Context: an optimization exercise on an open-source flow, tuned for small area, a short achievable clock period and few clock cycles. The choices shown serve that exercise and are no tape-out recipe. The RTL was checked by simulation tests, not by an equivalence proof against the original design. Power is estimated from default activity; no workload was simulated.

## flow/design.v (module list and top-level ports; edited modules follow where they fit)
// module pfpp_engine: 1047 lines
module pfpp_engine (
    input  wire         clk,
    input  wire         rst,
    input  wire         cmd_valid,
    input  wire [63:0]  cmd_word,
    output wire         busy,
    output reg  [3:0]   err,
    output wire [31:0]  result,
    output reg  [127:0] dirty,
    input  wire         cfg_coalesce,
    input  wire [31:0]  cfg_opc,        
    input  wire [15:0]  cfg_nopb,       
    input  wire [2:0]   cfg_rowlen,
    input  wire [2:0]   cfg_endlen,
    input  wire [12:0]  cfg_src_len,    
    input  wire [8:0]   cfg_pal_len,    
    output wire [6:0]   fb_addr,
    output wire         fb_we,
    output wire [127:0] fb_wdata,
    input  wire [127:0] fb_rdata,
    output wire [11:0]  src_addr,
    input  wire [7:0]   src_rdata,
    output wire [7:0]   pal_addr,
    input  wire [23:0]  pal_rdata,
    output reg          bus_req,
    output reg  [1:0]   bus_kind,
    output reg  [7:0]   bus_byte,
    input  wire         bus_done,
    input  wire         bus_err
);
  // ...
==> flow/flow/run.sh <==
#!/bin/bash
set -euo pipefail
MARGIN=$(cat flow/margin.txt)
PORTBUF=$(cat flow/portbuf.txt)
bash standard.sh SETUP_SLACK_MARGIN=$MARGIN "BUFFER_PORTS_ARGS=-buffer_cell $PORTBUF" finish > layout_make.log 2>&1
==> flow/flow/margin.txt <==
6.5
==> flow/flow/portbuf.txt <==
sky130_fd_sc_hd__buf_1
==> flow/standard.sh <==
#!/bin/bash
# synth_recipe.tcl (not shown) runs the flow's synth.tcl, then flattens the netlist and writes it again
# the make line also repeats each setting of config.mk as NAME=value (left out here)
make -C /OpenROAD-flow-scripts/flow DESIGN_CONFIG=/design/flow/config.mk WORK_HOME=/design/flow/orfs CLKGATE_MAP_FILE= SYNTH_SCRIPT=/design/flow/synth_recipe.tcl "${@:-finish}"
==> flow/config.mk <==
export PLATFORM = sky130hd
export DESIGN_NAME = pfpp_engine
export DESIGN_NICKNAME = pfpp_engine
export VERILOG_FILES = /design/flow/design.v
export SDC_FILE = /design/flow/constraint.sdc
export NUM_CORES = 4
export LEC_CHECK = 0
export CAP_MARGIN = 20
export CORE_MARGIN = 2
export CORE_UTILIZATION = 40
export SETUP_SLACK_MARGIN = 5
export SLEW_MARGIN = 20
==> flow/constraint.sdc <==
create_clock -name core_clock -period 10.0 [get_ports {clk}]
set_input_delay 2.0000 -clock core_clock [delete_from_list [all_inputs] [get_ports {clk}]]
set_output_delay 2.0000 -clock core_clock [all_outputs]
set_load 0.01 [all_outputs]
==> impl_results.md, run 1 <==
* DRT antenna net count at 0
* Minimum setup slack among reg-to-reg paths at 6.45 ns
* Setup Fix Bufs, Post-CTS at 8
* Switch share at 33.5%
* Cell count after synthesis at 3694
* Filler Cells Inserted at 8379
* Top post-synthesis cells by area: sky130_fd_sc_hd__edfxtp_1, sky130_fd_sc_hd__dfxtp_1, sky130_fd_sc_hd__fa_1
* Cell repeated most along the worst path: sky130_fd_sc_hd__nor2_1
* Sum of routed wire segments on met1 at 54600 um
* Finished layout cell area at 40300 um2
* Data-path buffer share of cell area in the final layout at 7.19%
* Wire length of the first global-routing pass at 201000 um
* Synthesized flop and latch total at 513
* Number of hold buffers added after cts at 0
* Number of DRC markers after the initial detailed-route iteration at 3446
* Setup crit end: rb[31]
* Placer Congestion at 0.992
* Top-count cell post-synth: sky130_fd_sc_hd__nor2_1
* Synth Area in Adders at 10.6%
* Clk tree area frac at 5.33%
* Nonclk inv count at 227
* Setup TNS at 0 ns
* Area fraction of the dominant cell type after synthesis at 22.0%
* Routed vias/inst at 5.88
* Complex-gate fraction of the synthesized area at 15.8%
* Residual DRC count at 0
* Busiest layer in global routing: met2
* Count of final max-slew check failures at 0
* Overall Global Routing Usage at 30.2%
* Global-route track usage on met1 at 38.3%
* Maxcap violations at 0
* Crit path depth at 9
* Run status: no timing/DRC/antenna violations
* Number of buffers outside the clock class in the layout at 686
* Drt total wl at 138000 um
* Met2 Usage GRT at 50.9%
* Starting density of the core at 40.4%
* Proportion of power drawn by combinational gates at 28.0%
Testbench counts, summed over its fixed seeds: cycles 443,746.
==> module pfpp_engine, before the edit <==
module pfpp_engine (
    input  wire         clk,
    input  wire         rst,
    input  wire         cmd_valid,
    input  wire [63:0]  cmd_word,
    output wire         busy,
    output reg  [3:0]   err,
    output wire [31:0]  result,
    output reg  [127:0] dirty,
    input  wire         cfg_coalesce,
    input  wire [31:0]  cfg_opc,        
    input  wire [15:0]  cfg_nopb,       
    input  wire [2:0]   cfg_rowlen,
    input  wire [2:0]   cfg_endlen,
    input  wire [12:0]  cfg_src_len,    
    input  wire [8:0]   cfg_pal_len,    
    output wire [6:0]   fb_addr,
    output wire         fb_we,
    output wire [127:0] fb_wdata,
    input  wire [127:0] fb_rdata,
    output wire [11:0]  src_addr,
    input  wire [7:0]   src_rdata,
    output wire [7:0]   pal_addr,
    input  wire [23:0]  pal_rdata,
    output reg          bus_req,
    output reg  [1:0]   bus_kind,
    output reg  [7:0]   bus_byte,
    input  wire         bus_done,
    input  wire         bus_err
);
    localparam [3:0] OP_NOP = 4'h0, OP_CLEAR = 4'h1, OP_FLUSH = 4'h2,
                     OP_POINT = 4'h3, OP_HLINE = 4'h4, OP_VLINE = 4'h5,
                     OP_FILL = 4'h6, OP_BLIT = 4'h7, OP_QUANT = 4'h8,
                     OP_GLA = 4'h9, OP_XFORM = 4'hA;
    localparam [3:0] E_OK = 4'd0, E_ILLEGAL = 4'd1, E_RSVD = 4'd2,
                     E_BOUNDS = 4'd3, E_ALIGN = 4'd4, E_SRCRANGE = 4'd5,
                     E_PALRANGE = 4'd6, E_BUS = 4'd7;
    localparam [1:0] K_ASSERT = 2'd0, K_BYTE = 2'd1, K_DEASSERT = 2'd2;
    localparam integer I_IDLE = 0, I_CHK = 1, I_RAST = 2, I_BLIT = 3,
                       I_BUS = 4, I_CLRW = 5, I_REST = 6, I_QNT = 7;
    localparam [7:0] S_IDLE = 8'd1 << I_IDLE, S_CHK = 8'd1 << I_CHK,
                     S_RAST = 8'd1 << I_RAST, S_BLIT = 8'd1 << I_BLIT,
                     S_BUS = 8'd1 << I_BUS, S_CLRW = 8'd1 << I_CLRW,
                     S_REST = 8'd1 << I_REST, S_QNT = 8'd1 << I_QNT;
    localparam [1:0] T_CLR = 2'd0, T_UPD = 2'd1, T_NOP = 2'd2;
    localparam [2:0] P_ASSERT = 3'd0, P_CMD = 3'd1, P_SECOND = 3'd2,
                     P_ADDR = 3'd3, P_DATA = 3'd4, P_TRAIL = 3'd5,
                     P_DEASSERT = 3'd6;
    function [7:0] rev8;
        input [7:0] b;
        integer i;
        begin
            for (i = 0; i < 8; i = i + 1)
                rev8[i] = b[7-i];
        end
    endfunction
    reg [7:0]   state;
    reg         busy_r;
    reg [3:0]   code;          
    reg         fst, bz;       
    reg [3:0]   op;
    reg         col;
    reg [2:0]   fl;            
    reg [7:0]   xl, xr;        
    reg [7:0]   rrow;          
    reg [7:0]   rend;          
    reg [15:0]  fe;            
    reg         fhi;           
    reg         gA, gB, gC, gD;
    reg [6:0]   fa_r;
    reg         we_r;
    reg [127:0] rb;
    reg         isrd, rdv, full, zap;
    reg [6:0]   wrow;
    reg         v1, v2, v3, v4, v5, v6;
    reg         pcr, pbad, palerr, rbad;     
    reg [2:0]   boff_d;
    reg [7:0]   pa_r;
    reg [23:0]  palreg;
    reg [23:0]  ma, mb;
    reg         mnz;
    reg [15:0]  res;
    reg [2:0]   ph;
    reg [1:0]   tt;
    reg [3:0]   tk;
    reg [2:0]   tcnt;
    reg         tfail, tmore;
    reg [6:0]   bs;
    reg [6:0]   pe_r;          
    reg         pany_r, more_r;
    reg         dq_we, dq_val, dq_bulk, rlast;
    reg [6:0]   dq_addr;
    assign busy     = busy_r;
    assign result   = {16'd0, res};
    assign fb_addr  = fa_r;
    assign fb_we    = we_r;
    assign fb_wdata = rb;
    assign src_addr = fe[14:3];
    assign pal_addr = pa_r;
    wire bpp8   = fl[0];
    wire srclsb = fl[1];
    wire palq   = fl[2];
    wire lt1 = palreg[23] ^ palreg[21];
    wire lt2 = palreg[23] & palreg[21];
    wire lt3 = palreg[22] ^ palreg[21];
    wire lt4 = palreg[22] & palreg[21];
    wire lt5 = palreg[23] ^ palreg[22];
    wire lt6 = palreg[23] & palreg[22];
    wire lt7 = palreg[23] ^ palreg[20] ^ palreg[19];
    wire lt8 = (palreg[23] & palreg[20]) | (palreg[23] & palreg[19]) | (palreg[20] & palreg[19]);
    wire lt9 = palreg[16] ^ palreg[15];
    wire lt10 = palreg[16] & palreg[15];
    wire lt11 = palreg[21] ^ palreg[20] ^ palreg[17];
    wire lt12 = (palreg[21] & palreg[20]) | (palreg[21] & palreg[17]) | (palreg[20] & palreg[17]);
    wire lt13 = palreg[16] ^ palreg[11];
    wire lt14 = palreg[16] & palreg[11];
    wire lt15 = palreg[22] ^ palreg[21] ^ palreg[18];
    wire lt16 = (palreg[22] & palreg[21]) | (palreg[22] & palreg[18]) | (palreg[21] & palreg[18]);
    wire lt17 = palreg[17] ^ palreg[12] ^ palreg[11];
    wire lt18 = (palreg[17] & palreg[12]) | (palreg[17] & palreg[11]) | (palreg[12] & palreg[11]);
    wire lt19 = palreg[10] ^ palreg[8];
    wire lt20 = palreg[10] & palreg[8];
    wire lt21 = palreg[23] ^ palreg[22] ^ palreg[19];
    wire lt22 = (palreg[23] & palreg[22]) | (palreg[23] & palreg[19]) | (palreg[22] & palreg[19]);
    wire lt23 = palreg[18] ^ palreg[13] ^ palreg[12];
    wire lt24 = (palreg[18] & palreg[13]) | (palreg[18] & palreg[12]) | (palreg[13] & palreg[12]);
    wire lt25 = palreg[11] ^ palreg[9];
    wire lt26 = palreg[11] & palreg[9];
    wire lt27 = palreg[23] ^ palreg[20] ^ palreg[19];
    wire lt28 = (palreg[23] & palreg[20]) | (palreg[23] & palreg[19]) | (palreg[20] & palreg[19]);
    wire lt29 = palreg[16] ^ palreg[14] ^ palreg[13];
    wire lt30 = (palreg[16] & palreg[14]) | (palreg[16] & palreg[13]) | (palreg[14] & palreg[13]);
    wire lt31 = palreg[12] ^ palreg[10];
    wire lt32 = palreg[12] & palreg[10];
    wire lt33 = palreg[21] ^ palreg[20] ^ palreg[17];
    wire lt34 = (palreg[21] & palreg[20]) | (palreg[21] & palreg[17]) | (palreg[20] & palreg[17]);
    wire lt35 = palreg[15] ^ palreg[14] ^ palreg[13];
    wire lt36 = (palreg[15] & palreg[14]) | (palreg[15] & palreg[13]) | (palreg[14] & palreg[13]);
    wire lt37 = palreg[11] ^ palreg[8];
    wire lt38 = palreg[11] & palreg[8];
    wire lt39 = palreg[22] ^ palreg[21] ^ palreg[18];
    wire lt40 = (palreg[22] & palreg[21]) | (palreg[22] & palreg[18]) | (palreg[21] & palreg[18]);
    wire lt41 = palreg[15] ^ palreg[14] ^ palreg[12];
    wire lt42 = (palreg[15] & palreg[14]) | (palreg[15] & palreg[12]) | (palreg[14] & palreg[12]);
    wire lt43 = palreg[23] ^ palreg[22] ^ palreg[19];
    wire lt44 = (palreg[23] & palreg[22]) | (palreg[23] & palreg[19]) | (palreg[22] & palreg[19]);
    wire lt45 = palreg[19] ^ palreg[17];
    wire lt46 = palreg[19] & palreg[17];
    wire lt47 = palreg[20] ^ palreg[18] ^ palreg[17];
    wire lt48 = (palreg[20] & palreg[18]) | (palreg[20] & palreg[17]) | (palreg[18] & palreg[17]);
    wire lt49 = palreg[21] ^ palreg[19] ^ palreg[18];
    wire lt50 = (palreg[21] & palreg[19]) | (palreg[21] & palreg[18]) | (palreg[19] & palreg[18]);
    wire lt51 = palreg[12] ^ palreg[10];
    wire lt52 = palreg[12] & palreg[10];
    wire lt53 = palreg[22] ^ palreg[20] ^ palreg[19];
    wire lt54 = (palreg[22] & palreg[20]) | (palreg[22] & palreg[19]) | (palreg[20] & palreg[19]);
    wire lt55 = palreg[16] ^ palreg[13] ^ palreg[11];
    wire lt56 = (palreg[16] & palreg[13]) | (palreg[16] & palreg[11]) | (palreg[13] & palreg[11]);
    wire lt57 = palreg[6] ^ palreg[3];
    wire lt58 = palreg[6] & palreg[3];
    wire lt59 = lt1 ^ palreg[20] ^ palreg[17];
    wire lt60 = (lt1 & palreg[20]) | (lt1 & palreg[17]) | (palreg[20] & palreg[17]);
    wire lt61 = palreg[16] ^ palreg[14] ^ palreg[12];
    wire lt62 = (palreg[16] & palreg[14]) | (palreg[16] & palreg[12]) | (palreg[14] & palreg[12]);
    wire lt63 = palreg[7] ^ palreg[4] ^ palreg[2];
    wire lt64 = (palreg[7] & palreg[4]) | (palreg[7] & palreg[2]) | (palreg[4] & palreg[2]);
    wire lt65 = lt3 ^ palreg[18] ^ palreg[17];
    wire lt66 = (lt3 & palreg[18]) | (lt3 & palreg[17]) | (palreg[18] & palreg[17]);
    wire lt67 = palreg[15] ^ palreg[13] ^ palreg[8];
    wire lt68 = (palreg[15] & palreg[13]) | (palreg[15] & palreg[8]) | (palreg[13] & palreg[8]);
    wire lt69 = palreg[5] ^ palreg[3] ^ lt2;
    wire lt70 = (palreg[5] & palreg[3]) | (palreg[5] & lt2) | (palreg[3] & lt2);
    wire lt71 = lt5 ^ palreg[19] ^ palreg[18];
    wire lt72 = (lt5 & palreg[19]) | (lt5 & palreg[18]) | (palreg[19] & palreg[18]);
    wire lt73 = palreg[14] ^ palreg[9] ^ palreg[8];
    wire lt74 = (palreg[14] & palreg[9]) | (palreg[14] & palreg[8]) | (palreg[9] & palreg[8]);
    wire lt75 = palreg[6] ^ palreg[4] ^ lt4;
    wire lt76 = (palreg[6] & palreg[4]) | (palreg[6] & lt4) | (palreg[4] & lt4);
    wire lt77 = lt7 ^ lt9 ^ palreg[10];
    wire lt78 = (lt7 & lt9) | (lt7 & palreg[10]) | (lt9 & palreg[10]);
    wire lt79 = palreg[9] ^ palreg[8] ^ palreg[7];
    wire lt80 = (palreg[9] & palreg[8]) | (palreg[9] & palreg[7]) | (palreg[8] & palreg[7]);
    wire lt81 = palreg[5] ^ palreg[0] ^ lt6;
    wire lt82 = (palreg[5] & palreg[0]) | (palreg[5] & lt6) | (palreg[0] & lt6);
    wire lt83 = lt11 ^ lt13 ^ palreg[10];
    wire lt84 = (lt11 & lt13) | (lt11 & palreg[10]) | (lt13 & palreg[10]);
    wire lt85 = palreg[9] ^ palreg[6] ^ palreg[1];
    wire lt86 = (palreg[9] & palreg[6]) | (palreg[9] & palreg[1]) | (palreg[6] & palreg[1]);
    wire lt87 = palreg[0] ^ lt8 ^ lt10;
    wire lt88 = (palreg[0] & lt8) | (palreg[0] & lt10) | (lt8 & lt10);
    wire lt89 = lt15 ^ lt17 ^ lt19;
    wire lt90 = (lt15 & lt17) | (lt15 & lt19) | (lt17 & lt19);
    wire lt91 = palreg[7] ^ palreg[2] ^ palreg[1];
    wire lt92 = (palreg[7] & palreg[2]) | (palreg[7] & palreg[1]) | (palreg[2] & palreg[1]);
    wire lt93 = palreg[0] ^ lt12 ^ lt14;
    wire lt94 = (palreg[0] & lt12) | (palreg[0] & lt14) | (lt12 & lt14);
    wire lt95 = lt21 ^ lt23 ^ lt25;
    wire lt96 = (lt21 & lt23) | (lt21 & lt25) | (lt23 & lt25);
    wire lt97 = palreg[3] ^ palreg[2] ^ palreg[1];
    wire lt98 = (palreg[3] & palreg[2]) | (palreg[3] & palreg[1]) | (palreg[2] & palreg[1]);
    wire lt99 = lt16 ^ lt18 ^ lt20;
    wire lt100 = (lt16 & lt18) | (lt16 & lt20) | (lt18 & lt20);
    wire lt101 = lt27 ^ lt29 ^ lt31;
    wire lt102 = (lt27 & lt29) | (lt27 & lt31) | (lt29 & lt31);
    wire lt103 = palreg[4] ^ palreg[3] ^ palreg[2];
    wire lt104 = (palreg[4] & palreg[3]) | (palreg[4] & palreg[2]) | (palreg[3] & palreg[2]);
    wire lt105 = lt22 ^ lt24 ^ lt26;
    wire lt106 = (lt22 & lt24) | (lt22 & lt26) | (lt24 & lt26);
    wire lt107 = lt33 ^ lt35 ^ lt37;
    wire lt108 = (lt33 & lt35) | (lt33 & lt37) | (lt35 & lt37);
    wire lt109 = palreg[5] ^ palreg[4] ^ palreg[3];
    wire lt110 = (palreg[5] & palreg[4]) | (palreg[5] & palreg[3]) | (palreg[4] & palreg[3]);
    wire lt111 = lt28 ^ lt30 ^ lt32;
    wire lt112 = (lt28 & lt30) | (lt28 & lt32) | (lt30 & lt32);
    wire lt113 = lt39 ^ lt41 ^ palreg[9];
    wire lt114 = (lt39 & lt41) | (lt39 & palreg[9]) | (lt41 & palreg[9]);
    wire lt115 = palreg[6] ^ palreg[5] ^ palreg[4];
    wire lt116 = (palreg[6] & palreg[5]) | (palreg[6] & palreg[4]) | (palreg[5] & palreg[4]);
    wire lt117 = lt34 ^ lt36 ^ lt38;
    wire lt118 = (lt34 & lt36) | (lt34 & lt38) | (lt36 & lt38);
    wire lt119 = lt43 ^ palreg[15] ^ palreg[13];
    wire lt120 = (lt43 & palreg[15]) | (lt43 & palreg[13]) | (palreg[15] & palreg[13]);
    wire lt121 = palreg[10] ^ palreg[7] ^ palreg[6];
    wire lt122 = (palreg[10] & palreg[7]) | (palreg[10] & palreg[6]) | (palreg[7] & palreg[6]);
    wire lt123 = palreg[5] ^ lt40 ^ lt42;
    wire lt124 = (palreg[5] & lt40) | (palreg[5] & lt42) | (lt40 & lt42);
    wire lt125 = palreg[23] ^ palreg[20] ^ palreg[14];
    wire lt126 = (palreg[23] & palreg[20]) | (palreg[23] & palreg[14]) | (palreg[20] & palreg[14]);
    wire lt127 = palreg[11] ^ palreg[7] ^ palreg[6];
    wire lt128 = (palreg[11] & palreg[7]) | (palreg[11] & palreg[6]) | (palreg[7] & palreg[6]);
    wire lt129 = lt45 ^ palreg[16] ^ palreg[10];
    wire lt130 = (lt45 & palreg[16]) | (lt45 & palreg[10]) | (palreg[16] & palreg[10]);
    wire lt131 = lt47 ^ palreg[11] ^ palreg[9];
    wire lt132 = (lt47 & palreg[11]) | (lt47 & palreg[9]) | (palreg[11] & palreg[9]);
    wire lt133 = palreg[4] ^ palreg[1];
    wire lt134 = palreg[4] & palreg[1];
    wire lt135 = lt49 ^ lt51 ^ palreg[5];
    wire lt136 = (lt49 & lt51) | (lt49 & palreg[5]) | (lt51 & palreg[5]);
    wire lt137 = palreg[2] ^ palreg[0] ^ lt48;
    wire lt138 = (palreg[2] & palreg[0]) | (palreg[2] & lt48) | (palreg[0] & lt48);
    wire lt139 = lt53 ^ lt55 ^ lt57;
    wire lt140 = (lt53 & lt55) | (lt53 & lt57) | (lt55 & lt57);
    wire lt141 = palreg[1] ^ lt50 ^ lt52;
    wire lt142 = (palreg[1] & lt50) | (palreg[1] & lt52) | (lt50 & lt52);
    wire lt143 = lt59 ^ lt61 ^ lt63;
    wire lt144 = (lt59 & lt61) | (lt59 & lt63) | (lt61 & lt63);
    wire lt145 = lt54 ^ lt56 ^ lt58;
    wire lt146 = (lt54 & lt56) | (lt54 & lt58) | (lt56 & lt58);
    wire lt147 = lt65 ^ lt67 ^ lt69;
    wire lt148 = (lt65 & lt67) | (lt65 & lt69) | (lt67 & lt69);
    wire lt149 = lt60 ^ lt62 ^ lt64;
    wire lt150 = (lt60 & lt62) | (lt60 & lt64) | (lt62 & lt64);
    wire lt151 = lt71 ^ lt73 ^ lt75;
    wire lt152 = (lt71 & lt73) | (lt71 & lt75) | (lt73 & lt75);
    wire lt153 = lt66 ^ lt68 ^ lt70;
    wire lt154 = (lt66 & lt68) | (lt66 & lt70) | (lt68 & lt70);
    wire lt155 = lt77 ^ lt79 ^ lt81;
    wire lt156 = (lt77 & lt79) | (lt77 & lt81) | (lt79 & lt81);
    wire lt157 = lt72 ^ lt74 ^ lt76;
    wire lt158 = (lt72 & lt74) | (lt72 & lt76) | (lt74 & lt76);
    wire lt159 = lt83 ^ lt85 ^ lt87;
    wire lt160 = (lt83 & lt85) | (lt83 & lt87) | (lt85 & lt87);
    wire lt161 = lt78 ^ lt80 ^ lt82;
    wire lt162 = (lt78 & lt80) | (lt78 & lt82) | (lt80 & lt82);
    wire lt163 = lt89 ^ lt91 ^ lt93;
    wire lt164 = (lt89 & lt91) | (lt89 & lt93) | (lt91 & lt93);
    wire lt165 = lt84 ^ lt86 ^ lt88;
    wire lt166 = (lt84 & lt86) | (lt84 & lt88) | (lt86 & lt88);
    wire lt167 = lt95 ^ lt97 ^ lt99;
    wire lt168 = (lt95 & lt97) | (lt95 & lt99) | (lt97 & lt99);
    wire lt169 = lt90 ^ lt92 ^ lt94;
    wire lt170 = (lt90 & lt92) | (lt90 & lt94) | (lt92 & lt94);
    wire lt171 = lt101 ^ lt103 ^ lt105;
    wire lt172 = (lt101 & lt103) | (lt101 & lt105) | (lt103 & lt105);
    wire lt173 = lt96 ^ lt98 ^ lt100;
    wire lt174 = (lt96 & lt98) | (lt96 & lt100) | (lt98 & lt100);
    wire lt175 = lt107 ^ lt109 ^ lt111;
    wire lt176 = (lt107 & lt109) | (lt107 & lt111) | (lt109 & lt111);
    wire lt177 = lt102 ^ lt104 ^ lt106;
    wire lt178 = (lt102 & lt104) | (lt102 & lt106) | (lt104 & lt106);
    wire lt179 = lt113 ^ lt115 ^ lt117;
    wire lt180 = (lt113 & lt115) | (lt113 & lt117) | (lt115 & lt117);
    wire lt181 = lt108 ^ lt110 ^ lt112;
    wire lt182 = (lt108 & lt110) | (lt108 & lt112) | (lt110 & lt112);
    wire lt183 = lt119 ^ lt121 ^ lt123;
    wire lt184 = (lt119 & lt121) | (lt119 & lt123) | (lt121 & lt123);
    wire lt185 = lt114 ^ lt116 ^ lt118;
    wire lt186 = (lt114 & lt116) | (lt114 & lt118) | (lt116 & lt118);
    wire lt187 = lt125 ^ lt127 ^ lt44;
    wire lt188 = (lt125 & lt127) | (lt125 & lt44) | (lt127 & lt44);
    wire lt189 = lt120 ^ lt122 ^ lt124;
    wire lt190 = (lt120 & lt122) | (lt120 & lt124) | (lt122 & lt124);
    wire lt191 = palreg[21] ^ palreg[15] ^ palreg[12];
    wire lt192 = (palreg[21] & palreg[15]) | (palreg[21] & palreg[12]) | (palreg[15] & palreg[12]);
    wire lt193 = palreg[7] ^ lt126 ^ lt128;
    wire lt194 = (palreg[7] & lt126) | (palreg[7] & lt128) | (lt126 & lt128);
    wire lt195 = palreg[18] ^ palreg[16];
    wire lt196 = palreg[18] & palreg[16];
    wire lt197 = lt129 ^ palreg[8] ^ palreg[3];
    wire lt198 = (lt129 & palreg[8]) | (lt129 & palreg[3]) | (palreg[8] & palreg[3]);
    wire lt199 = lt131 ^ lt133 ^ lt46;
    wire lt200 = (lt131 & lt133) | (lt131 & lt46) | (lt133 & lt46);
    wire lt201 = lt135 ^ lt137 ^ lt132;
    wire lt202 = (lt135 & lt137) | (lt135 & lt132) | (lt137 & lt132);
    wire lt203 = lt139 ^ lt141 ^ lt136;
    wire lt204 = (lt139 & lt141) | (lt139 & lt136) | (lt141 & lt136);
    wire lt205 = lt143 ^ lt145 ^ lt140;
    wire lt206 = (lt143 & lt145) | (lt143 & lt140) | (lt145 & lt140);
    wire lt207 = lt147 ^ lt149 ^ lt144;
    wire lt208 = (lt147 & lt149) | (lt147 & lt144) | (lt149 & lt144);
    wire lt209 = lt151 ^ lt153 ^ lt148;
    wire lt210 = (lt151 & lt153) | (lt151 & lt148) | (lt153 & lt148);
    wire lt211 = lt155 ^ lt157 ^ lt152;
    wire lt212 = (lt155 & lt157) | (lt155 & lt152) | (lt157 & lt152);
    wire lt213 = lt159 ^ lt161 ^ lt156;
    wire lt214 = (lt159 & lt161) | (lt159 & lt156) | (lt161 & lt156);
    wire lt215 = lt163 ^ lt165 ^ lt160;
    wire lt216 = (lt163 & lt165) | (lt163 & lt160) | (lt165 & lt160);
    wire lt217 = lt167 ^ lt169 ^ lt164;
    wire lt218 = (lt167 & lt169) | (lt167 & lt164) | (lt169 & lt164);
    wire lt219 = lt171 ^ lt173 ^ lt168;
    wire lt220 = (lt171 & lt173) | (lt171 & lt168) | (lt173 & lt168);
    wire lt221 = lt175 ^ lt177 ^ lt172;
    wire lt222 = (lt175 & lt177) | (lt175 & lt172) | (lt177 & lt172);
    wire lt223 = lt179 ^ lt181 ^ lt176;
    wire lt224 = (lt179 & lt181) | (lt179 & lt176) | (lt181 & lt176);
    wire lt225 = lt183 ^ lt185 ^ lt180;
    wire lt226 = (lt183 & lt185) | (lt183 & lt180) | (lt185 & lt180);
    wire lt227 = lt187 ^ lt189 ^ lt184;
    wire lt228 = (lt187 & lt189) | (lt187 & lt184) | (lt189 & lt184);
    wire lt229 = lt191 ^ lt193 ^ lt188;
    wire lt230 = (lt191 & lt193) | (lt191 & lt188) | (lt193 & lt188);
    wire lt231 = palreg[22] ^ palreg[13] ^ lt192;
    wire lt232 = (palreg[22] & palreg[13]) | (palreg[22] & lt192) | (palreg[13] & lt192);
    wire lt233 = palreg[17] ^ palreg[8];
    wire lt234 = palreg[17] & palreg[8];
    wire lt235 = lt195 ^ palreg[9] ^ palreg[2];
    wire lt236 = (lt195 & palreg[9]) | (lt195 & palreg[2]) | (palreg[9] & palreg[2]);
    wire lt237 = lt197 ^ palreg[0] ^ lt196;
    wire lt238 = (lt197 & palreg[0]) | (lt197 & lt196) | (palreg[0] & lt196);
    wire lt239 = lt199 ^ lt130 ^ lt198;
    wire lt240 = (lt199 & lt130) | (lt199 & lt198) | (lt130 & lt198);
    wire lt241 = lt201 ^ lt134 ^ lt200;
    wire lt242 = (lt201 & lt134) | (lt201 & lt200) | (lt134 & lt200);
    wire lt243 = lt203 ^ lt138 ^ lt202;
    wire lt244 = (lt203 & lt138) | (lt203 & lt202) | (lt138 & lt202);
    wire lt245 = lt205 ^ lt142 ^ lt204;
    wire lt246 = (lt205 & lt142) | (lt205 & lt204) | (lt142 & lt204);
    wire lt247 = lt207 ^ lt146 ^ lt206;
    wire lt248 = (lt207 & lt146) | (lt207 & lt206) | (lt146 & lt206);
    wire lt249 = lt209 ^ lt150 ^ lt208;
    wire lt250 = (lt209 & lt150) | (lt209 & lt208) | (lt150 & lt208);
    wire lt251 = lt211 ^ lt154 ^ lt210;
    wire lt252 = (lt211 & lt154) | (lt211 & lt210) | (lt154 & lt210);
    wire lt253 = lt213 ^ lt158 ^ lt212;
    wire lt254 = (lt213 & lt158) | (lt213 & lt212) | (lt158 & lt212);
    wire lt255 = lt215 ^ lt162 ^ lt214;
    wire lt256 = (lt215 & lt162) | (lt215 & lt214) | (lt162 & lt214);
    wire lt257 = lt217 ^ lt166 ^ lt216;
    wire lt258 = (lt217 & lt166) | (lt217 & lt216) | (lt166 & lt216);
    wire lt259 = lt219 ^ lt170 ^ lt218;
    wire lt260 = (lt219 & lt170) | (lt219 & lt218) | (lt170 & lt218);
    wire lt261 = lt221 ^ lt174 ^ lt220;
    wire lt262 = (lt221 & lt174) | (lt221 & lt220) | (lt174 & lt220);
    wire lt263 = lt223 ^ lt178 ^ lt222;
    wire lt264 = (lt223 & lt178) | (lt223 & lt222) | (lt178 & lt222);
    wire lt265 = lt225 ^ lt182 ^ lt224;
    wire lt266 = (lt225 & lt182) | (lt225 & lt224) | (lt182 & lt224);
    wire lt267 = lt227 ^ lt186 ^ lt226;
    wire lt268 = (lt227 & lt186) | (lt227 & lt226) | (lt186 & lt226);
    wire lt269 = lt229 ^ lt190 ^ lt228;
    wire lt270 = (lt229 & lt190) | (lt229 & lt228) | (lt190 & lt228);
    wire lt271 = lt231 ^ lt194 ^ lt230;
    wire lt272 = (lt231 & lt194) | (lt231 & lt230) | (lt194 & lt230);
    wire lt273 = palreg[23] ^ palreg[14] ^ lt232;
    wire lt274 = (palreg[23] & palreg[14]) | (palreg[23] & lt232) | (palreg[14] & lt232);
    wire [23:0] la = {1'b0, palreg[15], lt273, lt271, lt269, lt267, lt265, lt263, lt261, lt259, lt257, lt255, lt253, lt251, lt249, lt247, lt245, lt243, lt241, lt239, lt237, lt235, lt233, palreg[16]};
    wire [23:0] lb = {1'b0, lt274, lt272, lt270, lt268, lt266, lt264, lt262, lt260, lt258, lt256, lt254, lt252, lt250, lt248, lt246, lt244, lt242, lt240, lt238, lt236, lt234, palreg[1], palreg[0]};
    wire [23:0] kp0 = ma ^ mb;
    wire [23:0] kg0 = ma & mb;
    wire [23:0] kg1, kp1;
    assign kg1[0] = kg0[0];
    assign kp1[0] = kp0[0];
    assign kg1[1] = kg0[1] | (kp0[1] & kg0[0]);
    assign kp1[1] = kp0[1] & kp0[0];
    assign kg1[2] = kg0[2] | (kp0[2] & kg0[1]);
    assign kp1[2] = kp0[2] & kp0[1];
    assign kg1[3] = kg0[3] | (kp0[3] & kg0[2]);
    assign kp1[3] = kp0[3] & kp0[2];
    assign kg1[4] = kg0[4] | (kp0[4] & kg0[3]);
    assign kp1[4] = kp0[4] & kp0[3];
    assign kg1[5] = kg0[5] | (kp0[5] & kg0[4]);
    assign kp1[5] = kp0[5] & kp0[4];
    assign kg1[6] = kg0[6] | (kp0[6] & kg0[5]);
    assign kp1[6] = kp0[6] & kp0[5];
    assign kg1[7] = kg0[7] | (kp0[7] & kg0[6]);
    assign kp1[7] = kp0[7] & kp0[6];
    assign kg1[8] = kg0[8] | (kp0[8] & kg0[7]);
    assign kp1[8] = kp0[8] & kp0[7];
    assign kg1[9] = kg0[9] | (kp0[9] & kg0[8]);
    assign kp1[9] = kp0[9] & kp0[8];
    assign kg1[10] = kg0[10] | (kp0[10] & kg0[9]);
    assign kp1[10] = kp0[10] & kp0[9];
    assign kg1[11] = kg0[11] | (kp0[11] & kg0[10]);
    assign kp1[11] = kp0[11] & kp0[10];
    assign kg1[12] = kg0[12] | (kp0[12] & kg0[11]);
    assign kp1[12] = kp0[12] & kp0[11];
    assign kg1[13] = kg0[13] | (kp0[13] & kg0[12]);
    assign kp1[13] = kp0[13] & kp0[12];
    assign kg1[14] = kg0[14] | (kp0[14] & kg0[13]);
    assign kp1[14] = kp0[14] & kp0[13];
    assign kg1[15] = kg0[15] | (kp0[15] & kg0[14]);
    assign kp1[15] = kp0[15] & kp0[14];
    assign kg1[16] = kg0[16] | (kp0[16] & kg0[15]);
    assign kp1[16] = kp0[16] & kp0[15];
    assign kg1[17] = kg0[17] | (kp0[17] & kg0[16]);
    assign kp1[17] = kp0[17] & kp0[16];
    assign kg1[18] = kg0[18] | (kp0[18] & kg0[17]);
    assign kp1[18] = kp0[18] & kp0[17];
    assign kg1[19] = kg0[19] | (kp0[19] & kg0[18]);
    assign kp1[19] = kp0[19] & kp0[18];
    assign kg1[20] = kg0[20] | (kp0[20] & kg0[19]);
    assign kp1[20] = kp0[20] & kp0[19];
    assign kg1[21] = kg0[21] | (kp0[21] & kg0[20]);
    assign kp1[21] = kp0[21] & kp0[20];
    assign kg1[22] = kg0[22] | (kp0[22] & kg0[21]);
    assign kp1[22] = kp0[22] & kp0[21];
    assign kg1[23] = kg0[23] | (kp0[23] & kg0[22]);
    assign kp1[23] = kp0[23] & kp0[22];
    wire [23:0] kg2, kp2;
    assign kg2[0] = kg1[0];
    assign kp2[0] = kp1[0];
    assign kg2[1] = kg1[1];
    assign kp2[1] = kp1[1];
    assign kg2[2] = kg1[2] | (kp1[2] & kg1[0]);
    assign kp2[2] = kp1[2] & kp1[0];
    assign kg2[3] = kg1[3] | (kp1[3] & kg1[1]);
    assign kp2[3] = kp1[3] & kp1[1];
    assign kg2[4] = kg1[4] | (kp1[4] & kg1[2]);
    assign kp2[4] = kp1[4] & kp1[2];
    assign kg2[5] = kg1[5] | (kp1[5] & kg1[3]);
    assign kp2[5] = kp1[5] & kp1[3];
    assign kg2[6] = kg1[6] | (kp1[6] & kg1[4]);
    assign kp2[6] = kp1[6] & kp1[4];
    assign kg2[7] = kg1[7] | (kp1[7] & kg1[5]);
    assign kp2[7] = kp1[7] & kp1[5];
    assign kg2[8] = kg1[8] | (kp1[8] & kg1[6]);
    assign kp2[8] = kp1[8] & kp1[6];
    assign kg2[9] = kg1[9] | (kp1[9] & kg1[7]);
    assign kp2[9] = kp1[9] & kp1[7];
    assign kg2[10] = kg1[10] | (kp1[10] & kg1[8]);
    assign kp2[10] = kp1[10] & kp1[8];
    assign kg2[11] = kg1[11] | (kp1[11] & kg1[9]);
    assign kp2[11] = kp1[11] & kp1[9];
    assign kg2[12] = kg1[12] | (kp1[12] & kg1[10]);
    assign kp2[12] = kp1[12] & kp1[10];
    assign kg2[13] = kg1[13] | (kp1[13] & kg1[11]);
    assign kp2[13] = kp1[13] & kp1[11];
    assign kg2[14] = kg1[14] | (kp1[14] & kg1[12]);
    assign kp2[14] = kp1[14] & kp1[12];
    assign kg2[15] = kg1[15] | (kp1[15] & kg1[13]);
    assign kp2[15] = kp1[15] & kp1[13];
    assign kg2[16] = kg1[16] | (kp1[16] & kg1[14]);
    assign kp2[16] = kp1[16] & kp1[14];
    assign kg2[17] = kg1[17] | (kp1[17] & kg1[15]);
    assign kp2[17] = kp1[17] & kp1[15];
    assign kg2[18] = kg1[18] | (kp1[18] & kg1[16]);
    assign kp2[18] = kp1[18] & kp1[16];
    assign kg2[19] = kg1[19] | (kp1[19] & kg1[17]);
    assign kp2[19] = kp1[19] & kp1[17];
    assign kg2[20] = kg1[20] | (kp1[20] & kg1[18]);
    assign kp2[20] = kp1[20] & kp1[18];
    assign kg2[21] = kg1[21] | (kp1[21] & kg1[19]);
    assign kp2[21] = kp1[21] & kp1[19];
    assign kg2[22] = kg1[22] | (kp1[22] & kg1[20]);
    assign kp2[22] = kp1[22] & kp1[20];
    assign kg2[23] = kg1[23] | (kp1[23] & kg1[21]);
    assign kp2[23] = kp1[23] & kp1[21];
    wire [23:0] kg3, kp3;
    assign kg3[0] = kg2[0];
    assign kp3[0] = kp2[0];
    assign kg3[1] = kg2[1];
    assign kp3[1] = kp2[1];
    assign kg3[2] = kg2[2];
    assign kp3[2] = kp2[2];
    assign kg3[3] = kg2[3];
    assign kp3[3] = kp2[3];
    assign kg3[4] = kg2[4] | (kp2[4] & kg2[0]);
    assign kp3[4] = kp2[4] & kp2[0];
    assign kg3[5] = kg2[5] | (kp2[5] & kg2[1]);
    assign kp3[5] = kp2[5] & kp2[1];
    assign kg3[6] = kg2[6] | (kp2[6] & kg2[2]);
    assign kp3[6] = kp2[6] & kp2[2];
    assign kg3[7] = kg2[7] | (kp2[7] & kg2[3]);
    assign kp3[7] = kp2[7] & kp2[3];
    assign kg3[8] = kg2[8] | (kp2[8] & kg2[4]);
    assign kp3[8] = kp2[8] & kp2[4];
    assign kg3[9] = kg2[9] | (kp2[9] & kg2[5]);
    assign kp3[9] = kp2[9] & kp2[5];
    assign kg3[10] = kg2[10] | (kp2[10] & kg2[6]);
    assign kp3[10] = kp2[10] & kp2[6];
    assign kg3[11] = kg2[11] | (kp2[11] & kg2[7]);
    assign kp3[11] = kp2[11] & kp2[7];
    assign kg3[12] = kg2[12] | (kp2[12] & kg2[8]);
    assign kp3[12] = kp2[12] & kp2[8];
    assign kg3[13] = kg2[13] | (kp2[13] & kg2[9]);
    assign kp3[13] = kp2[13] & kp2[9];
    assign kg3[14] = kg2[14] | (kp2[14] & kg2[10]);
    assign kp3[14] = kp2[14] & kp2[10];
    assign kg3[15] = kg2[15] | (kp2[15] & kg2[11]);
    assign kp3[15] = kp2[15] & kp2[11];
    assign kg3[16] = kg2[16] | (kp2[16] & kg2[12]);
    assign kp3[16] = kp2[16] & kp2[12];
    assign kg3[17] = kg2[17] | (kp2[17] & kg2[13]);
    assign kp3[17] = kp2[17] & kp2[13];
    assign kg3[18] = kg2[18] | (kp2[18] & kg2[14]);
    assign kp3[18] = kp2[18] & kp2[14];
    assign kg3[19] = kg2[19] | (kp2[19] & kg2[15]);
    assign kp3[19] = kp2[19] & kp2[15];
    assign kg3[20] = kg2[20] | (kp2[20] & kg2[16]);
    assign kp3[20] = kp2[20] & kp2[16];
    assign kg3[21] = kg2[21] | (kp2[21] & kg2[17]);
    assign kp3[21] = kp2[21] & kp2[17];
    assign kg3[22] = kg2[22] | (kp2[22] & kg2[18]);
    assign kp3[22] = kp2[22] & kp2[18];
    assign kg3[23] = kg2[23] | (kp2[23] & kg2[19]);
    assign kp3[23] = kp2[23] & kp2[19];
    wire [23:0] kg4, kp4;
    assign kg4[0] = kg3[0];
    assign kp4[0] = kp3[0];
    assign kg4[1] = kg3[1];
    assign kp4[1] = kp3[1];
    assign kg4[2] = kg3[2];
    assign kp4[2] = kp3[2];
    assign kg4[3] = kg3[3];
    assign kp4[3] = kp3[3];
    assign kg4[4] = kg3[4];
    assign kp4[4] = kp3[4];
    assign kg4[5] = kg3[5];
    assign kp4[5] = kp3[5];
    assign kg4[6] = kg3[6];
    assign kp4[6] = kp3[6];
    assign kg4[7] = kg3[7];
    assign kp4[7] = kp3[7];
    assign kg4[8] = kg3[8] | (kp3[8] & kg3[0]);
    assign kp4[8] = kp3[8] & kp3[0];
    assign kg4[9] = kg3[9] | (kp3[9] & kg3[1]);
    assign kp4[9] = kp3[9] & kp3[1];
    assign kg4[10] = kg3[10] | (kp3[10] & kg3[2]);
    assign kp4[10] = kp3[10] & kp3[2];
    assign kg4[11] = kg3[11] | (kp3[11] & kg3[3]);
    assign kp4[11] = kp3[11] & kp3[3];
    assign kg4[12] = kg3[12] | (kp3[12] & kg3[4]);
    assign kp4[12] = kp3[12] & kp3[4];
    assign kg4[13] = kg3[13] | (kp3[13] & kg3[5]);
    assign kp4[13] = kp3[13] & kp3[5];
    assign kg4[14] = kg3[14] | (kp3[14] & kg3[6]);
    assign kp4[14] = kp3[14] & kp3[6];
    assign kg4[15] = kg3[15] | (kp3[15] & kg3[7]);
    assign kp4[15] = kp3[15] & kp3[7];
    assign kg4[16] = kg3[16] | (kp3[16] & kg3[8]);
    assign kp4[16] = kp3[16] & kp3[8];
    assign kg4[17] = kg3[17] | (kp3[17] & kg3[9]);
    assign kp4[17] = kp3[17] & kp3[9];
    assign kg4[18] = kg3[18] | (kp3[18] & kg3[10]);
    assign kp4[18] = kp3[18] & kp3[10];
    assign kg4[19] = kg3[19] | (kp3[19] & kg3[11]);
    assign kp4[19] = kp3[19] & kp3[11];
    assign kg4[20] = kg3[20] | (kp3[20] & kg3[12]);
    assign kp4[20] = kp3[20] & kp3[12];
    assign kg4[21] = kg3[21] | (kp3[21] & kg3[13]);
    assign kp4[21] = kp3[21] & kp3[13];
    assign kg4[22] = kg3[22] | (kp3[22] & kg3[14]);
    assign kp4[22] = kp3[22] & kp3[14];
    assign kg4[23] = kg3[23] | (kp3[23] & kg3[15]);
    assign kp4[23] = kp3[23] & kp3[15];
    wire [23:0] kg5, kp5;
    assign kg5[0] = kg4[0];
    assign kp5[0] = kp4[0];
    assign kg5[1] = kg4[1];
    assign kp5[1] = kp4[1];
    assign kg5[2] = kg4[2];
    assign kp5[2] = kp4[2];
    assign kg5[3] = kg4[3];
    assign kp5[3] = kp4[3];
    assign kg5[4] = kg4[4];
    assign kp5[4] = kp4[4];
    assign kg5[5] = kg4[5];
    assign kp5[5] = kp4[5];
    assign kg5[6] = kg4[6];
    assign kp5[6] = kp4[6];
    assign kg5[7] = kg4[7];
    assign kp5[7] = kp4[7];
    assign kg5[8] = kg4[8];
    assign kp5[8] = kp4[8];
    assign kg5[9] = kg4[9];
    assign kp5[9] = kp4[9];
    assign kg5[10] = kg4[10];
    assign kp5[10] = kp4[10];
    assign kg5[11] = kg4[11];
    assign kp5[11] = kp4[11];
    assign kg5[12] = kg4[12];
    assign kp5[12] = kp4[12];
    assign kg5[13] = kg4[13];
    assign kp5[13] = kp4[13];
    assign kg5[14] = kg4[14];
    assign kp5[14] = kp4[14];
    assign kg5[15] = kg4[15];
    assign kp5[15] = kp4[15];
    assign kg5[16] = kg4[16] | (kp4[16] & kg4[0]);
    assign kp5[16] = kp4[16] & kp4[0];
    assign kg5[17] = kg4[17] | (kp4[17] & kg4[1]);
    assign kp5[17] = kp4[17] & kp4[1];
    assign kg5[18] = kg4[18] | (kp4[18] & kg4[2]);
    assign kp5[18] = kp4[18] & kp4[2];
    assign kg5[19] = kg4[19] | (kp4[19] & kg4[3]);
    assign kp5[19] = kp4[19] & kp4[3];
    assign kg5[20] = kg4[20] | (kp4[20] & kg4[4]);
    assign kp5[20] = kp4[20] & kp4[4];
    assign kg5[21] = kg4[21] | (kp4[21] & kg4[5]);
    assign kp5[21] = kp4[21] & kp4[5];
    assign kg5[22] = kg4[22] | (kp4[22] & kg4[6]);
    assign kp5[22] = kp4[22] & kp4[6];
    assign kg5[23] = kg4[23] | (kp4[23] & kg4[7]);
    assign kp5[23] = kp4[23] & kp4[7];
    wire [23:0] lsum = kp0 ^ {kg5[22:0], 1'b0};
    wire        pixcol = palq ? mnz : lsum[23];
    wire men  = zap | (rdv && state[I_RAST]) | (v6 && state[I_BLIT]);
    wire colv = (state[I_BLIT]) ? pcr : col;
    wire [3:0] xlh = xl[6:3], xrh = xr[6:3];
    wire [2:0] xll = xl[2:0], xrl = xr[2:0];
    wire       hsame = (xlh == xrh);
    reg  [15:0] mgF, mgA, mgB;
    reg  [7:0]  lA, lB;
    reg  [127:0] m;
    integer c;
    always @(*) begin
        for (c = 0; c < 16; c = c + 1) begin
            mgF[c] = men && (c[3:0] > xlh) && (c[3:0] < xrh);
            mgA[c] = men && (c[3:0] == xlh);
            mgB[c] = men && (c[3:0] == xrh) && !hsame;
        end
        for (c = 0; c < 8; c = c + 1) begin
            lA[c] = (c[2:0] >= xll) && (!hsame || (c[2:0] <= xrl));
            lB[c] = (c[2:0] <= xrl);
        end
        for (c = 0; c < 128; c = c + 1)
            m[c] = mgF[c/8] | (mgA[c/8] & lA[c%8]) | (mgB[c/8] & lB[c%8]);
    end
    reg [127:0] pa0;
    reg [63:0]  pa1;  reg [63:0]  pi1;
    reg [31:0]  pa2;  reg [63:0]  pi2;
    reg [15:0]  pa3;  reg [47:0]  pi3;
    reg [7:0]   pa4;  reg [31:0]  pi4;
    reg [3:0]   pa5;  reg [19:0]  pi5;
    reg [1:0]   pa6;  reg [11:0]  pi6;
    reg         pany; reg [6:0]   pe;
    integer k;
    always @(*) begin
        pa0 = dirty;
        for (k = 0; k < 64; k = k + 1) begin
            pa1[k] = pa0[2*k] | pa0[2*k+1];
            pi1[k] = ~pa0[2*k];
        end
        for (k = 0; k < 32; k = k + 1) begin
            pa2[k] = pa1[2*k] | pa1[2*k+1];
            pi2[2*k +: 2] = pa1[2*k] ? {1'b0, pi1[2*k]} : {1'b1, pi1[2*k+1]};
        end
        for (k = 0; k < 16; k = k + 1) begin
            pa3[k] = pa2[2*k] | pa2[2*k+1];
            pi3[3*k +: 3] = pa2[2*k] ? {1'b0, pi2[4*k +: 2]} : {1'b1, pi2[4*k+2 +: 2]};
        end
        for (k = 0; k < 8; k = k + 1) begin
            pa4[k] = pa3[2*k] | pa3[2*k+1];
            pi4[4*k +: 4] = pa3[2*k] ? {1'b0, pi3[6*k +: 3]} : {1'b1, pi3[6*k+3 +: 3]};
        end
        for (k = 0; k < 4; k = k + 1) begin
            pa5[k] = pa4[2*k] | pa4[2*k+1];
            pi5[5*k +: 5] = pa4[2*k] ? {1'b0, pi4[8*k +: 4]} : {1'b1, pi4[8*k+4 +: 4]};
        end
        for (k = 0; k < 2; k = k + 1) begin
            pa6[k] = pa5[2*k] | pa5[2*k+1];
            pi6[6*k +: 6] = pa5[2*k] ? {1'b0, pi5[10*k +: 5]} : {1'b1, pi5[10*k+5 +: 5]};
        end
        pany = pa6[0] | pa6[1];
        pe   = pa6[0] ? {1'b0, pi6[5:0]} : {1'b1, pi6[11:6]};
    end
    wire isblit  = (op == OP_BLIT);
    wire israst  = (op == OP_POINT) || (op == OP_HLINE) || (op == OP_VLINE) || (op == OP_FILL);
    wire gE      = fhi | (|fe);
    wire gfl     = |fl;
    reg  rsvd_bad;
    always @(*) begin
        case (op)
            OP_NOP, OP_CLEAR, OP_FLUSH: rsvd_bad = gE | gD | gC | gB | gA | gfl | col;
            OP_POINT:                   rsvd_bad = gE | gD | gC | gfl;
            OP_HLINE, OP_VLINE:         rsvd_bad = gE | gD | gfl;
            OP_FILL:                    rsvd_bad = gE | gfl;
            OP_BLIT:                    rsvd_bad = gD | col | (fl[0] & fl[1]);
            OP_QUANT:                   rsvd_bad = gD | gC | gB | gA | gfl | col;
            default:                    rsvd_bad = gE | gD | gC | gB | gfl | col;
        endcase
    end
    wire rast_bad  = (xl > xr) || xr[7] || xl[7] || (rrow > rend) || rend[7] || rrow[7];
    wire blit_bad  = xl[7] || rrow[7] || (({1'b0, xl} + {1'b0, rend}) > 9'd128);
    wire bounds_bad = (israst && rast_bad) || (isblit && blit_bad) || ((op == OP_GLA) && xl[7]);
    wire align_bad = isblit && bpp8 && (fe[2:0] != 3'd0);
    wire rng_bad = fhi || (fe > {cfg_src_len, 3'd0});
    wire [16:0] fe_n = {1'b0, fe} + (bpp8 ? 17'd8 : 17'd1);
    wire [3:0] ccode = (op > OP_XFORM) ? E_ILLEGAL :
                       rsvd_bad        ? E_RSVD :
                       bounds_bad      ? E_BOUNDS :
                       align_bad       ? E_ALIGN : E_OK;
    wire [2:0] bsel = srclsb ? boff_d : ~boff_d;
    wire [7:0] idx  = bpp8 ? src_rdata : {7'd0, src_rdata[bsel]};
    wire       pal_bad = {1'b0, pa_r} >= cfg_pal_len;
    always @(posedge clk) begin
        for (c = 0; c < 128; c = c + 1)
            rb[c] <= m[c] ? colv : (rdv ? fb_rdata[c] : rb[c]);
    end
    always @(posedge clk) begin
        palreg <= (state[I_IDLE]) ? cmd_word[63:40] : pal_rdata;
        ma     <= la;
        mb     <= lb;
        mnz    <= |palreg[7:0];
        pa_r   <= idx;
        pcr    <= pixcol;
        boff_d <= fe[2:0];
    end
    wire       rdone  = (rrow[6:0] == rend[6:0]);
    wire       full_n = rdv | (full & ~we_r);
    wire       lastw  = we_r && (wrow == rend[6:0]);
    wire [6:0] wrow_n = we_r ? wrow + 7'd1 : wrow;
    wire [7:0] rrow_i = rrow + 8'd1;
    wire [7:0] fbyte   = fb_rdata[tk*8 +: 8];
    wire [7:0] fbyte0  = fb_rdata[7:0];
    wire [7:0] gla_row = rev8({1'b0, rrow[6:0]} + 8'd1);
    wire       more    = cfg_coalesce && pany && (pe == rrow_i[6:0]) && (rrow[6:0] != 7'd127);
    always @(posedge clk) begin
        pe_r   <= pe;
        pany_r <= pany;
        more_r <= more;
    end
    integer r;
    always @(posedge clk) begin
        if (rst)
            dirty <= 128'd0;
        else if (dq_bulk)
            dirty <= {128{tfail}};
        else
            for (r = 0; r < 128; r = r + 1)
                if (dq_we && dq_addr == r) dirty[r] <= dq_val;
    end
    always @(posedge clk) begin
        if (rst) begin
            state   <= S_IDLE;
            busy_r  <= 1'b0;
            err     <= E_OK;
            res     <= 16'd0;
            bus_req <= 1'b0;
            we_r    <= 1'b0;
            zap     <= 1'b0;
            rdv     <= 1'b0;
            v1 <= 1'b0; v2 <= 1'b0; v3 <= 1'b0; v4 <= 1'b0; v5 <= 1'b0; v6 <= 1'b0;
            pbad <= 1'b0;
            dq_we <= 1'b0; dq_bulk <= 1'b0;
        end else begin
            zap <= 1'b0;
            dq_we <= 1'b0; dq_bulk <= 1'b0;
            rdv <= isrd;
            v2 <= v1; v3 <= v2; v4 <= v3; v5 <= v4; v6 <= v5;
            pbad <= v2 && pal_bad;
            case (1'b1)
                state[I_IDLE]: begin
                    op   <= cmd_word[3:0];
                    col  <= cmd_word[4];
                    fl   <= cmd_word[7:5];
                    xl   <= cmd_word[15:8];
                    case (cmd_word[3:0])
                        OP_POINT, OP_VLINE, OP_BLIT: xr <= cmd_word[15:8];
                        OP_HLINE:                    xr <= cmd_word[23:16];
                        default:                     xr <= cmd_word[31:24];
                    endcase
                    if (cmd_word[3:0] == OP_HLINE) begin
                        rrow <= cmd_word[31:24];
                        fa_r <= cmd_word[30:24];
                    end else begin
                        rrow <= cmd_word[23:16];
                        fa_r <= cmd_word[22:16];
                    end
                    case (cmd_word[3:0])
                        OP_POINT: rend <= cmd_word[23:16];
                        OP_FILL:  rend <= cmd_word[39:32];
                        default:  rend <= cmd_word[31:24];
                    endcase
                    fe   <= cmd_word[55:40];
                    fhi  <= |cmd_word[63:56];
                    gA   <= |cmd_word[15:8];
                    gB   <= |cmd_word[23:16];
                    gC   <= |cmd_word[31:24];
                    gD   <= |cmd_word[39:32];
                    isrd <= 1'b1;
                    rdv  <= 1'b0;
                    full <= 1'b0;
                    we_r <= 1'b0;
                    v1   <= 1'b0;
                    tfail <= 1'b0;
                    if (cmd_valid) begin
                        state  <= S_CHK;
                        busy_r <= 1'b1;
                        err    <= E_OK;
                    end
                end
                state[I_CHK]: begin
                    isrd <= 1'b0;
                    code <= ccode;
                    fst  <= 1'b1;
                    bz   <= (rend == 8'd0);
                    if (op > OP_XFORM) begin
                        err <= E_ILLEGAL; state <= S_IDLE; busy_r <= 1'b0;
                    end else if (rsvd_bad) begin
                        err <= E_RSVD; state <= S_IDLE; busy_r <= 1'b0;
                    end else begin
                        case (op)
                            OP_CLEAR: begin
                                xr <= 8'd127; zap <= 1'b1;
                                tt <= T_CLR; ph <= P_ASSERT;
                                bus_req <= 1'b1; bus_kind <= K_ASSERT;
                                state <= S_BUS;
                            end
                            OP_FLUSH: begin
                                tt <= pany_r ? T_UPD : T_NOP; ph <= P_ASSERT;
                                rrow <= {1'b0, pe_r}; fa_r <= pe_r; bs <= pe_r;
                                bus_req <= 1'b1; bus_kind <= K_ASSERT;
                                state <= S_BUS;
                            end
                            OP_POINT, OP_HLINE, OP_VLINE, OP_FILL: begin
                                wrow <= rrow[6:0];
                                if (!rdone) begin
                                    rrow <= rrow_i; fa_r <= rrow_i[6:0]; isrd <= 1'b1;
                                end
                                state <= S_RAST;
                            end
                            OP_BLIT: begin
                                palerr <= 1'b0;
                                if (rend != 8'd0) begin
                                    v1   <= 1'b1;
                                    fe   <= fe_n[15:0]; fhi <= fhi | fe_n[16];
                                    rend <= rend - 8'd1;
                                end
                                state <= S_BLIT;
                            end
                            OP_QUANT: state <= S_QNT;
                            OP_GLA: begin
                                if (xl[7]) begin
                                    err <= E_BOUNDS;
                                end else begin
                                    res <= {8'd0, rev8(xl + 8'd1)};
                                    err <= E_OK;
                                end
                                state <= S_IDLE; busy_r <= 1'b0;
                            end
                            OP_XFORM: begin
                                res <= {8'd0, ~rev8(xl)};
                                err <= E_OK; state <= S_IDLE; busy_r <= 1'b0;
                            end
                            default: begin
                                err <= E_OK; state <= S_IDLE; busy_r <= 1'b0;
                            end
                        endcase
                    end
                end
                state[I_QNT]: begin
                    if (code == E_OK)
                        res <= {lsum[23:16], 7'd0, lsum[23]};
                    err <= code; state <= S_IDLE; busy_r <= 1'b0;
                end
                state[I_RAST]: begin
                    fst  <= 1'b0;
                    full <= full_n;
                    wrow <= wrow_n;
                    if (fst && code != E_OK) begin
                        we_r <= 1'b0; isrd <= 1'b0;
                        err <= code; state <= S_IDLE; busy_r <= 1'b0;
                    end else if (lastw) begin
                        we_r <= 1'b0; isrd <= 1'b0;
                        err <= E_OK; state <= S_IDLE; busy_r <= 1'b0;
                    end else if ((we_r || !full_n) && !rdone) begin
                        rrow <= rrow_i; fa_r <= rrow_i[6:0];
                        isrd <= 1'b1; we_r <= 1'b0;
                    end else if (full_n) begin
                        fa_r <= wrow_n; we_r <= 1'b1; isrd <= 1'b0;
                        dq_we <= 1'b1; dq_addr <= wrow_n; dq_val <= 1'b1;
                    end else begin
                        we_r <= 1'b0; isrd <= 1'b0;
                    end
                end
                state[I_BLIT]: begin
                    fst <= 1'b0;
                    if (rend != 8'd0) begin
                        v1   <= 1'b1;
                        fe   <= fe_n[15:0]; fhi <= fhi | fe_n[16];
                        rend <= rend - 8'd1;
                    end else begin
                        v1 <= 1'b0;
                    end
                    if (v6) begin
                        xl <= xl + 8'd1;
                        xr <= xl + 8'd1;
                    end
                    rbad   <= rng_bad;
                    palerr <= palerr | pbad;
                    if (fst && (code != E_OK || bz)) begin
                        v1 <= 1'b0; v2 <= 1'b0; v3 <= 1'b0; v4 <= 1'b0; v5 <= 1'b0; v6 <= 1'b0;
                        err <= (code != E_OK) ? code : (rng_bad ? E_SRCRANGE : E_OK);
                        state <= S_IDLE; busy_r <= 1'b0;
                    end else if (we_r) begin
                        we_r <= 1'b0;
                        err <= E_OK; state <= S_IDLE; busy_r <= 1'b0;
                    end else if (v3 && !v2 && (rbad || palerr || pbad)) begin
                        v1 <= 1'b0; v2 <= 1'b0; v3 <= 1'b0; v4 <= 1'b0; v5 <= 1'b0; v6 <= 1'b0;
                        err <= rbad ? E_SRCRANGE : E_PALRANGE;
                        state <= S_IDLE; busy_r <= 1'b0;
                    end else if (v6 && !v5) begin
                        we_r <= 1'b1;
                        dq_we <= 1'b1; dq_addr <= rrow[6:0]; dq_val <= 1'b1;
                    end
                end
                state[I_CLRW]: begin
                    fa_r <= fa_r + 7'd1;
                    dq_bulk <= (fa_r == 7'd126);
                    if (fa_r == 7'd127) begin
                        we_r <= 1'b0;
                        err <= code; state <= S_IDLE; busy_r <= 1'b0;
                    end
                end
                state[I_REST]: begin
                    if (rlast) begin
                        err <= E_BUS; state <= S_IDLE; busy_r <= 1'b0;
                    end else begin
                        dq_we <= 1'b1; dq_addr <= rrow[6:0]; dq_val <= 1'b1;
                        rrow <= rrow - 8'd1;
                        rlast <= (rrow[6:0] == bs);
                    end
                end
                state[I_BUS]: begin
                    if (bus_done) begin
                        if (ph == P_DEASSERT) begin
                            case (tt)
                                T_CLR: begin
                                    bus_req <= 1'b0;
                                    tfail <= tfail | bus_err;
                                    code  <= (tfail | bus_err) ? E_BUS : E_OK;
                                    fa_r  <= 7'd0; we_r <= 1'b1;
                                    state <= S_CLRW;
                                end
                                T_NOP: begin
                                    bus_req <= 1'b0;
                                    err <= (tfail | bus_err) ? E_BUS : E_OK;
                                    state <= S_IDLE; busy_r <= 1'b0;
                                end
                                default: begin
                                    if (tfail | bus_err) begin
                                        bus_req <= 1'b0;
                                        rlast <= 1'b0;
                                        state <= S_REST;
                                    end else begin
                                        tt <= pany_r ? T_UPD : T_NOP;
                                        rrow <= {1'b0, pe_r}; fa_r <= pe_r; bs <= pe_r;
                                        tfail <= 1'b0;
                                        ph <= P_ASSERT; bus_kind <= K_ASSERT;
                                    end
                                end
                            endcase
                        end else if (bus_err) begin
                            tfail <= 1'b1;
                            ph <= P_DEASSERT; bus_kind <= K_DEASSERT;
                        end else begin
                            case (ph)
                                P_ASSERT: begin
                                    ph <= P_CMD; bus_kind <= K_BYTE;
                                    bus_byte <= (tt == T_CLR) ? cfg_opc[15:8] :
                                                (tt == T_UPD) ? cfg_opc[7:0] : cfg_nopb[7:0];
                                end
                                P_CMD: begin
                                    if (tt == T_UPD) begin
                                        ph <= P_ADDR; bus_byte <= gla_row;
                                    end else begin
                                        ph <= P_SECOND;
                                        bus_byte <= (tt == T_CLR) ? cfg_opc[23:16] : cfg_nopb[15:8];
                                    end
                                end
                                P_SECOND: begin
                                    ph <= P_DEASSERT; bus_kind <= K_DEASSERT;
                                end
                                P_ADDR: begin
                                    ph <= P_DATA; tk <= 4'd0;
                                    dq_we <= 1'b1; dq_addr <= rrow[6:0]; dq_val <= 1'b0;
                                    bus_byte <= ~rev8(fbyte0);
                                end
                                P_DATA: begin
                                    if (tk != 4'd15) begin
                                        tk <= tk + 4'd1;
                                        bus_byte <= ~rev8(fb_rdata[(tk + 4'd1)*8 +: 8]);
                                        if (tk == 4'd14) begin
                                            tmore <= more_r;
                                            if (more_r) begin
                                                rrow <= rrow_i; fa_r <= rrow_i[6:0];
                                            end
                                        end
                                    end else if (tmore) begin
                                        if (cfg_rowlen == 3'd0) begin
                                            ph <= P_ADDR; bus_byte <= gla_row;
                                        end else begin
                                            ph <= P_TRAIL; tcnt <= cfg_rowlen;
                                            bus_byte <= cfg_opc[31:24];
                                        end
                                    end else begin
                                        if (cfg_endlen == 3'd0) begin
                                            ph <= P_DEASSERT; bus_kind <= K_DEASSERT;
                                        end else begin
                                            ph <= P_TRAIL; tcnt <= cfg_endlen;
                                            bus_byte <= cfg_opc[31:24];
                                        end
                                    end
                                end
                                P_TRAIL: begin
                                    if (tcnt != 3'd1) begin
                                        tcnt <= tcnt - 3'd1;
                                    end else if (tmore) begin
                                        ph <= P_ADDR; bus_kind <= K_BYTE; bus_byte <= gla_row;
                                    end else begin
                                        ph <= P_DEASSERT; bus_kind <= K_DEASSERT;
                                    end
                                end
                                default: ;
                            endcase
                        end
                    end
                end
                default: begin
                    state <= S_IDLE; busy_r <= 1'b0;
                end
            endcase
        end
    end
endmodule
==> run 2, diff against run 1 <==
--- a/flow/design.v
+++ b/flow/design.v
@@ -741,15 +741,12 @@
         pany_r <= pany;
         more_r <= more;
     end
+    wire dforce = rst | dq_bulk;
+    wire dd     = ~rst & (dq_bulk ? tfail : dq_val);
     integer r;
     always @(posedge clk) begin
-        if (rst)
-            dirty <= 128'd0;
-        else if (dq_bulk)
-            dirty <= {128{tfail}};
-        else
-            for (r = 0; r < 128; r = r + 1)
-                if (dq_we && dq_addr == r) dirty[r] <= dq_val;
+        for (r = 0; r < 128; r = r + 1)
+            if (dforce || (dq_we && dq_addr == r)) dirty[r] <= dd;
     end
     always @(posedge clk) begin
         if (rst) begin
--- a/flow/config.mk
+++ b/flow/config.mk
@@ -7,6 +7,7 @@
 export LEC_CHECK = 0
 export CAP_MARGIN = 20
 export CORE_MARGIN = 2
-export CORE_UTILIZATION = 40
+export CORE_UTILIZATION = 65
+export CTS_BUF_LIST = sky130_fd_sc_hd__clkbuf_8
 export SETUP_SLACK_MARGIN = 5
 export SLEW_MARGIN = 20
==> impl_results.md, run 2 <==
* Layout cell share with drive strength beyond 1 at 13.3%
* Ys flop type: sky130_fd_sc_hd__edfxtp_1
* Nature of the critical path startpoint: flip-flop
* Yosys Warn Count at 1
* Routed vias/inst at 6.80 (+16%)
* Number of DRC markers after the initial detailed-route iteration at 4588 (+33%)
* Starting density of the core at 65.7% (+25 points)
* Area enclosed by the die boundary at 53700 um2
* Proportion of register bits with asynchronous set or reset after synthesis at 0%
* Dominant combinational cell family by area after synthesis: compound AO/OA/AOI/OAI gates
* Area fraction of the dominant cell type after synthesis at 33.8% (+12 points)
* CP peak stage delay at 0.58 ns
* Most frequent cells in the layout: sky130_fd_sc_hd__buf_1, sky130_fd_sc_hd__edfxtp_1, sky130_fd_sc_hd__o21ai_0
* Hold Crit Class: reg2reg
* Filler Cells Inserted at 3497 (-58%)
* Max frequency at 283 MHz
* Number of enable-type register cells in the synthesized netlist at 380
* Final critical-path share of the clock period at 35.3%
* Minimum setup slack among reg-to-reg paths at 6.47 ns (+0.02 ns)
* Setup crit end: ph[1]
* Complex-gate fraction of the synthesized area at 16.3% (+0.46 points)
* Grt total ovfl at 0
* Commonest non-fill, non-tap cell in the layout: sky130_fd_sc_hd__buf_1
* Top-count cell post-synth: sky130_fd_sc_hd__edfxtp_1
* DRT antenna net count at 0 (unchanged)
* Standard cell area after detailed placement at 36400 um2
* Synthesized flop and latch total at 513 (unchanged)
* Proportion of power drawn by combinational gates at 30.4% (+2.4 points)
* Cell type of the slowest stage on the worst timing path: sky130_fd_sc_hd__a2111oi_4
* Synth Area in Adders at 10.8% (+0.22 points)
* Wire length of the first global-routing pass at 187000 um (-7.4%)
* Residual DRC count at 0 (unchanged)
* Drt total wl at 128000 um (-7.9%)
* Reg2reg path depth at 7
* Maxcap violations at 0 (unchanged)
* Run status: no timing/DRC/antenna violations
* Cell repeated most along the worst path: sky130_fd_sc_hd__nand3_1
* Least-Margin Pin Slew at 1.21 ns
* Count of final max-slew check failures at 0 (unchanged)
* Finished layout cell area at 38900 um2 (-3.6%)
* Setup TNS at 0 ns (unchanged)
* Top post-synthesis cells by area: sky130_fd_sc_hd__edfxtp_1, sky130_fd_sc_hd__dfxtp_1, sky130_fd_sc_hd__fa_1
* Overall Global Routing Usage at 46.1% (+16 points)
* Mux contribution to synthesized area at 8.63%
* Net switching power at 0.00233 W
* Switch share at 34.6% (+1.0 points)
* Placer Congestion at 1.02 (+2.8%)
* Reported leakage power at 14.8 nW
* Cell count after synthesis at 3345 (-9.4%)
## run 2: cells by family (layout without fill, tap and decap cells)
| group | after synthesis | in the layout |
|---|---|---|
| buffers and inverters | 440 | 1073 |
| other | 1 | 45 |
| AOI/OAI and AO/OA | 856 | 856 |
| DFF | 513 | 513 |
| xor gates and xnor gates | 86 | 86 |
| adders and majority gates | 219 | 219 |
| muxes | 231 | 231 |
| and+or+nand+nor | 999 | 999 |
## run 2: stage by stage
| stage | cells | util, % | worst slack (ns) |
|---|---|---|---|
| floorplan | 3361 | - | 6.24 |
| global placement | 4480 | 71.0 | 5.13 |
| detailed placement | 4480 | 71.0 | 5.03 |
| CTS | 4652 | 75.0 | 6.50 |
| global route | 4687 | 75.7 | 6.49 |
| finish | 4702 | 75.8 | 6.47 |
## run 2: layout make-up
| class | instances | share of cell area (%) |
|---|---|---|
| tap | 680 | 2.19 |
| sequential | 513 | 36.3 |
| multi-input combinational | 2408 | 47.2 |
| clock inverter | 60 | 1.04 |
| timing repair buffer | 675 | 7.17 |
| clock buffer | 104 | 3.68 |
| antenna | 28 | 0.180 |
| inverter | 234 | 2.30 |
## run 2: worst max-delay path: cells and delay by family (launching register included)
family	cells	cell delay, ns
compound gates	3	1.39
simple gates	2	0.67
buf+inv	1	0.51
fa+ha+maj	1	0.34
flops	1	0.33
## run 2: repair_timing
action                                  CTS  global route
endpoints found under the hold margin     0             0
endpoints found under the setup margin  180           216
resized for setup                        30            41
setup buffers                             8            22
pin swaps                                 3             2
hold buffers                              0             0
## run 2: how the worst min path moves through the flow
stage | cells past startpoint | start | slack [ns] | to
2_1_floorplan | 0 | fe[0] | 0.37 | boff_d[0]
3_3_place_gp | 0 | fe[0] | 0.41 | boff_d[0]
3_5_place_dp | 0 | fe[0] | 0.40 | boff_d[0]
4_1_cts | 1 | v4 | 0.43 | v5
5_1_grt | 1 | v4 | 0.46 | v5
6_report | 1 | v4 | 0.43 | v5
## run 2: power by group through the flow
stage / registers (W) / clock network (W) / logic [W]
floorplan: 0.00267 / 0 / 0.00132
global placement: 0.00272 / 0 / 0.00178
detailed placement: 0.00273 / 0 / 0.00192
CTS: 0.00269 / 0.00201 / 0.00198
global route: 0.00270 / 0.00208 / 0.00226
finish: 0.00269 / 0.00201 / 0.00205
## run 2: per-layer routing
metal  vias up  share of wire, %  GRT usage [%]
li1      13500                 -              -
met1     15100                33           54.1
met2      2703                47           75.7
met3       641                13           13.2
met4        14               6.8           26.6
met5         -             0.075          0.184
Testbench counts of run 2, summed over its fixed seeds: cycles 443,746.

separate check: timing with driven ports:
In the flow no input, the clock included, has a driving cell. The finished layouts below were timed again as built, in two steps.
Step 1: set_driving_cell puts a clkbuf_16 on clk and a buf_2 on each other input, an assumption about the parent block.
Step 2 also shifts input and output timing later by t, the mid clock arrival at the registers, as if the neighbouring blocks saw the same clock.
a / b / c = no drivers / after step 1 / after step 2; a / b = the first two.
run | t (ns) | setup WS [ns]
run 1 | 0.688 | 6.452 / 6.452 / 5.846
run 2 | 0.766 | 6.469 / 6.469 / 5.825
After both steps setup and hold are still met in every run listed.
